Context: an optimization exercise on an open-source flow, tuned for small area, a short achievable clock period and few clock cycles. The choices shown serve that exercise and are no tape-out recipe.
The RTL was checked by simulation tests, not by an equivalence proof against the original design.
Power figures rest on the tool's default switching activity, not on a simulated workload.

== P ==
Design shamac80, start of the top module:
module shamac80 (
    input  wire        clk,
    input  wire        rst,         
    input  wire        cmd_valid,
    input  wire [31:0] cmd,
    input  wire [23:0] rnd,
    output wire        cmd_ready,
    output reg         resp_valid,
    output reg  [7:0]  res,
    output reg  [7:0]  rdata
);
==> flow/config.mk <==
export PLATFORM = sky130hd
export DESIGN_NAME = shamac80
export DESIGN_NICKNAME = shamac80
export VERILOG_FILES = /design/flow/design.v
export SDC_FILE = /design/flow/constraint.sdc
export NUM_CORES = 8
export LEC_CHECK = 0
export CAP_MARGIN = 20
export CORE_MARGIN = 2
export CORE_UTILIZATION = 50
export CTS_BUF_LIST = sky130_fd_sc_hd__clkbuf_8
export CTS_CLUSTER_DIAMETER = 60
export CTS_CLUSTER_SIZE = 12
export PLACE_DENSITY = 0.65
export SLEW_MARGIN = 20
==> flow/constraint.sdc <==
create_clock -name core_clock -period 12.0 [get_ports {clk}]
set_input_delay 2.4000 -clock core_clock [delete_from_list [all_inputs] [get_ports {clk}]]
set_output_delay 2.4000 -clock core_clock [all_outputs]
set_load 0.01 [all_outputs]
standard.sh (not shown) runs the stock make flow with config.mk's settings and CLKGATE_MAP_FILE= SYNTH_SCRIPT=/design/flow/synth_recipe.tcl, a recipe that flattens the netlist after the stock synthesis.
==> flow/flow/run.sh <==
#!/bin/bash
set -euo pipefail
KNOBS="ADDER_MAP_FILE= SETUP_SLACK_MARGIN=6"
bash standard.sh $KNOBS synth > synth.log 2>&1
bash standard.sh $KNOBS > layout.log 2>&1
P ran to completion and came out clean on the timing, design-rule and antenna checks.
Testbench counts of P, summed over its fixed seeds: cycles 10,519.
Relative to P, the following input files were edited for Q:
==> flow/flow/run.sh <==
#!/bin/bash
set -euo pipefail
MARGIN=6
rm -rf synth_scripts
cp -r "$FLOW_HOME/scripts" synth_scripts
cp flow/abc_speed.script synth_scripts/abc_speed.script
bash standard.sh SCRIPTS_DIR="$PWD/synth_scripts" ADDER_MAP_FILE= SETUP_SLACK_MARGIN=$MARGIN synth > synth.log 2>&1
bash standard.sh SETUP_SLACK_MARGIN=$MARGIN > layout.log 2>&1
==> flow/flow/abc_speed.script (new file) <==
strash
dch
map -D 2500
topo
buffer -c
upsize -c
dnsize -c
==> run summary <==
Diff P -> Q: utilization shows a reduction of 0.37 points, met1 demand-to-capacity share in global routing +1.4 points, post-synthesis cell count went up, number of detailed-route iterations in the first pass climbed 12, minimum clock period rose by 0.30 ns.

---

job 6128:
shamac80 again, from the RTL that the note above started with.
export LEC_CHECK = 0
export CAP_MARGIN = 30
export CORE_MARGIN = 2
export CORE_UTILIZATION = 40
export CTS_BUF_LIST = sky130_fd_sc_hd__clkbuf_8
export CTS_CLUSTER_DIAMETER = 60
export CTS_CLUSTER_SIZE = 12
export PLACE_DENSITY = 0.55
export SLEW_MARGIN = 30
create_clock -name core_clock -period 12.0 [get_ports {clk}]
==> flow/flow/run.sh <==
#!/bin/bash
set -euo pipefail
MARGIN=7
rm -rf synth_scripts
cp -r "$FLOW_HOME/scripts" synth_scripts
cp flow/abc_speed.script synth_scripts/abc_speed.script
bash standard.sh SCRIPTS_DIR="$PWD/synth_scripts" ADDER_MAP_FILE= SETUP_SLACK_MARGIN=$MARGIN synth > synth.log 2>&1
bash standard.sh SETUP_SLACK_MARGIN=$MARGIN > layout.log 2>&1
==> flow/flow/abc_speed.script <==
strash
dch
map -D 2500
topo
buffer -c
upsize -c
dnsize -c
Testbench counts of job 6128, summed over its fixed seeds: cycles 10,519.
The following lists how job 5544 was set up differently from job 6128:
==> flow/flow/abc_speed.script <==
&get -n
&st
&dch
&nf -D 2000
&st
&syn2
&if -g -K 6
&synch2
&nf -D 2000
&put
buffer -c
topo
stime -c
upsize -c
dnsize -c
Results
Job 5544 against job 6128: effective utilization at floorplan closely matched the old numbers; wire length on met2 shows a reduction of about 11%; multiplexer fraction of the synthesized cell area went up; setup slack saw a decrease; wire length of the first global-routing pass has decreased. The run showing the greater time the worst path needs with I/O delays and setup is job 5544. Per the comparison of job 5544 with job 6128, combinational fraction of design power +2.8 points, inserted tap cell count has increased, non-clock buffer count has increased. Summary: with job 6128 as the reference, mean routed wirelength per cell in job 5544 moved up by a few percent.
The inputs of job 2707 differ from those of job 5544 as listed below.
==> flow/flow/run.sh <==
#!/bin/bash
set -euo pipefail
KNOBS="SETUP_SLACK_MARGIN=6"
bash standard.sh $KNOBS synth > synth.log 2>&1
bash standard.sh $KNOBS > layout.log 2>&1
--- a/flow/config.mk
+++ b/flow/config.mk
@@ -7,5 +7,5 @@
 export LEC_CHECK = 0
-export CAP_MARGIN = 30
+export CAP_MARGIN = 20
 export CORE_MARGIN = 2
-export CORE_UTILIZATION = 40
+export CORE_UTILIZATION = 50
 export CTS_BUF_LIST = sky130_fd_sc_hd__clkbuf_8
@@ -13,3 +13,3 @@
 export CTS_CLUSTER_SIZE = 12
-export PLACE_DENSITY = 0.55
-export SLEW_MARGIN = 30
+export PLACE_DENSITY = 0.65
+export SLEW_MARGIN = 20
removed: flow/flow/abc_speed.script
## What came out
- Summary of job 2707 over job 5544: final critical-path setup slack fell by 0.96 ns, hold slack fell by 0.0068 ns, die extent in x fell by about 12%, total power fell by about 4.4%.
- Job 5544 was larger in final cell area than job 2707.
- Diff job 5544 -> job 2707 | detail-routed net length per standard cell | increase of about 1.3%
- Every run in job 2707 and job 5544 closed cleanly, with the single exception of job 2707.
- Total number of vias of job 2707 falls short of that of job 5544 by a little under 10%.
- The lower reg2reg setup slack came out of job 2707.
## Diff of input files: job 6898 against job 2707
==> flow/flow/run.sh <==
#!/bin/bash
set -euo pipefail
MARGIN=7.5
rm -rf synth_scripts
cp -r "$FLOW_HOME/scripts" synth_scripts
cp flow/abc_speed.script synth_scripts/abc_speed.script
bash standard.sh SCRIPTS_DIR="$PWD/synth_scripts" ADDER_MAP_FILE= SETUP_SLACK_MARGIN=$MARGIN synth > synth.log 2>&1
bash standard.sh SETUP_SLACK_MARGIN=$MARGIN > layout.log 2>&1
==> flow/flow/abc_speed.script (new file) <==
strash
dch
map -D 2500
topo
buffer -c
upsize -c
dnsize -c
--- a/flow/config.mk
+++ b/flow/config.mk
@@ -7,5 +7,5 @@
 export LEC_CHECK = 0
-export CAP_MARGIN = 20
+export CAP_MARGIN = 30
 export CORE_MARGIN = 2
-export CORE_UTILIZATION = 50
+export CORE_UTILIZATION = 40
 export CTS_BUF_LIST = sky130_fd_sc_hd__clkbuf_8
@@ -13,3 +13,3 @@
 export CTS_CLUSTER_SIZE = 12
-export PLACE_DENSITY = 0.65
-export SLEW_MARGIN = 20
+export PLACE_DENSITY = 0.55
+export SLEW_MARGIN = 30
Job 6898 ended with every stage complete and zero timing, DRC or antenna violations.
Comparing job 2707 and job 6898, the lower number of non-clock buffers in the layout is on job 2707.
Job 6898 — number of nets with antenna violations after detailed routing 1 lower, job 2707 as reference
Taking job 2707 over job 6898, the routed wire length ratio works out to 0.79.
In the reports for job 2707 and job 6898, the smaller mux contribution to synthesized area belongs to job 6898.
Sort job 2707 and job 6898 by clock period minus worst slack desc -> top: job 2707
Summary — utilization, job 6898 relative to job 2707: lower, by 7.4 points.
[compare] base=job 2707 new=job 6898: via count of the first global-routing pass up 21600; total stage count of the critical path now smaller.

---

Starting RTL as in the previous note.
## shamac80
module shamac80 (
    input  wire        clk,
    input  wire        rst,         
    input  wire        cmd_valid,
    input  wire [31:0] cmd,
    input  wire [23:0] rnd,
    output wire        cmd_ready,
    output reg         resp_valid,
    output reg  [7:0]  res,
    output reg  [7:0]  rdata
);
Settings: LEC_CHECK=0, CAP_MARGIN=30, CORE_MARGIN=2, CORE_UTILIZATION=40, CTS_BUF_LIST=sky130_fd_sc_hd__clkbuf_8, CTS_CLUSTER_DIAMETER=60, CTS_CLUSTER_SIZE=12, PLACE_DENSITY=0.55, SLEW_MARGIN=30; clock period 12.0 ns.
==> flow/flow/run.sh <==
#!/bin/bash
set -euo pipefail
MARGIN=7.5
rm -rf synth_scripts
cp -r "$FLOW_HOME/scripts" synth_scripts
cp flow/abc_speed.script synth_scripts/abc_speed.script
bash standard.sh SCRIPTS_DIR="$PWD/synth_scripts" ADDER_MAP_FILE= SETUP_SLACK_MARGIN=$MARGIN synth > synth.log 2>&1
bash standard.sh SETUP_SLACK_MARGIN=$MARGIN > layout.log 2>&1
==> flow/flow/abc_speed.script <==
&get -n
&st
&dch
&nf -D 2000
&st
&syn2
&if -g -K 6
&synch2
&nf -D 2000
&put
buffer -c
topo
stime -c
upsize -c
dnsize -c
The first run produced a clean layout.
Testbench counts at the start, summed over its fixed seeds: cycles 10,519.
Edit:
==> flow/flow/run.sh (replaced) <==
#!/bin/bash
set -euo pipefail
KNOBS="ADDER_MAP_FILE= SETUP_SLACK_MARGIN=7"
bash standard.sh $KNOBS synth > synth.log 2>&1
bash standard.sh $KNOBS > layout.log 2>&1
removed: flow/flow/abc_speed.script
After rerunning:
- The changed run ran to the end with no violations
- sequential power hardly moves
- via count goes down slightly
- wire length fell by a little under a tenth
- synthesized cell count goes up slightly

==> port drivers added, routing unchanged <==
No port has a modelled driver above. Below, the same layouts with a new extraction and two added sets of constraints.
Step 1 (the two cells are an assumption about what drives the block):
set clk [get_ports {clk}]
set_driving_cell -lib_cell sky130_fd_sc_hd__clkbuf_16 $clk
set_driving_cell -lib_cell sky130_fd_sc_hd__buf_2 [delete_from_list [all_inputs] $clk]
Step 2 also shifts input and output timing later by t, the mid clock arrival at the registers, as if the neighbouring blocks saw the same clock.
Slacks: ideal / step 1 / step 2; pairs: ideal / step 1.
run | t, ns | setup WS [ns] | hold slack, ns | latest minus earliest clock arrival (ns) | cell pins on the clock port's net
P | 1.188 | 5.977 / 5.977 / 5.002 | 0.465 / 0.465 / 0.465 | 0.130 / 0.130 | 1
Q | 1.224 | 5.676 / 5.710 / 4.486 | 0.434 / 0.434 / 0.434 | 0.115 / 0.115 | 1
job 6128 | 1.256 | 6.842 / 6.842 / 5.699 | 0.432 / 0.432 / 0.432 | 0.109 / 0.109 | 1
job 5544 | 1.212 | 6.635 / 6.635 / 5.620 | 0.465 / 0.465 / 0.465 | 0.133 / 0.133 | 1
job 2707 | 1.227 | 5.677 / 5.677 / 4.822 | 0.458 / 0.458 / 0.458 | 0.111 / 0.110 | 1
job 6898 | 1.260 | 7.249 / 7.249 / 6.063 | 0.433 / 0.433 / 0.433 | 0.104 / 0.105 | 1
the first run of note 3 | 1.246 | 6.750 / 6.750 / 5.587 | 0.451 / 0.451 / 0.451 | 0.089 / 0.089 | 1
the second run of note 3 | 1.317 | 6.169 / 6.169 / 5.090 | 0.458 / 0.458 / 0.458 | 0.105 / 0.105 | 1
For Q, which loses most, drivers alone change the setup slack by +0.034 ns; drivers and shift together by -1.190 ns.
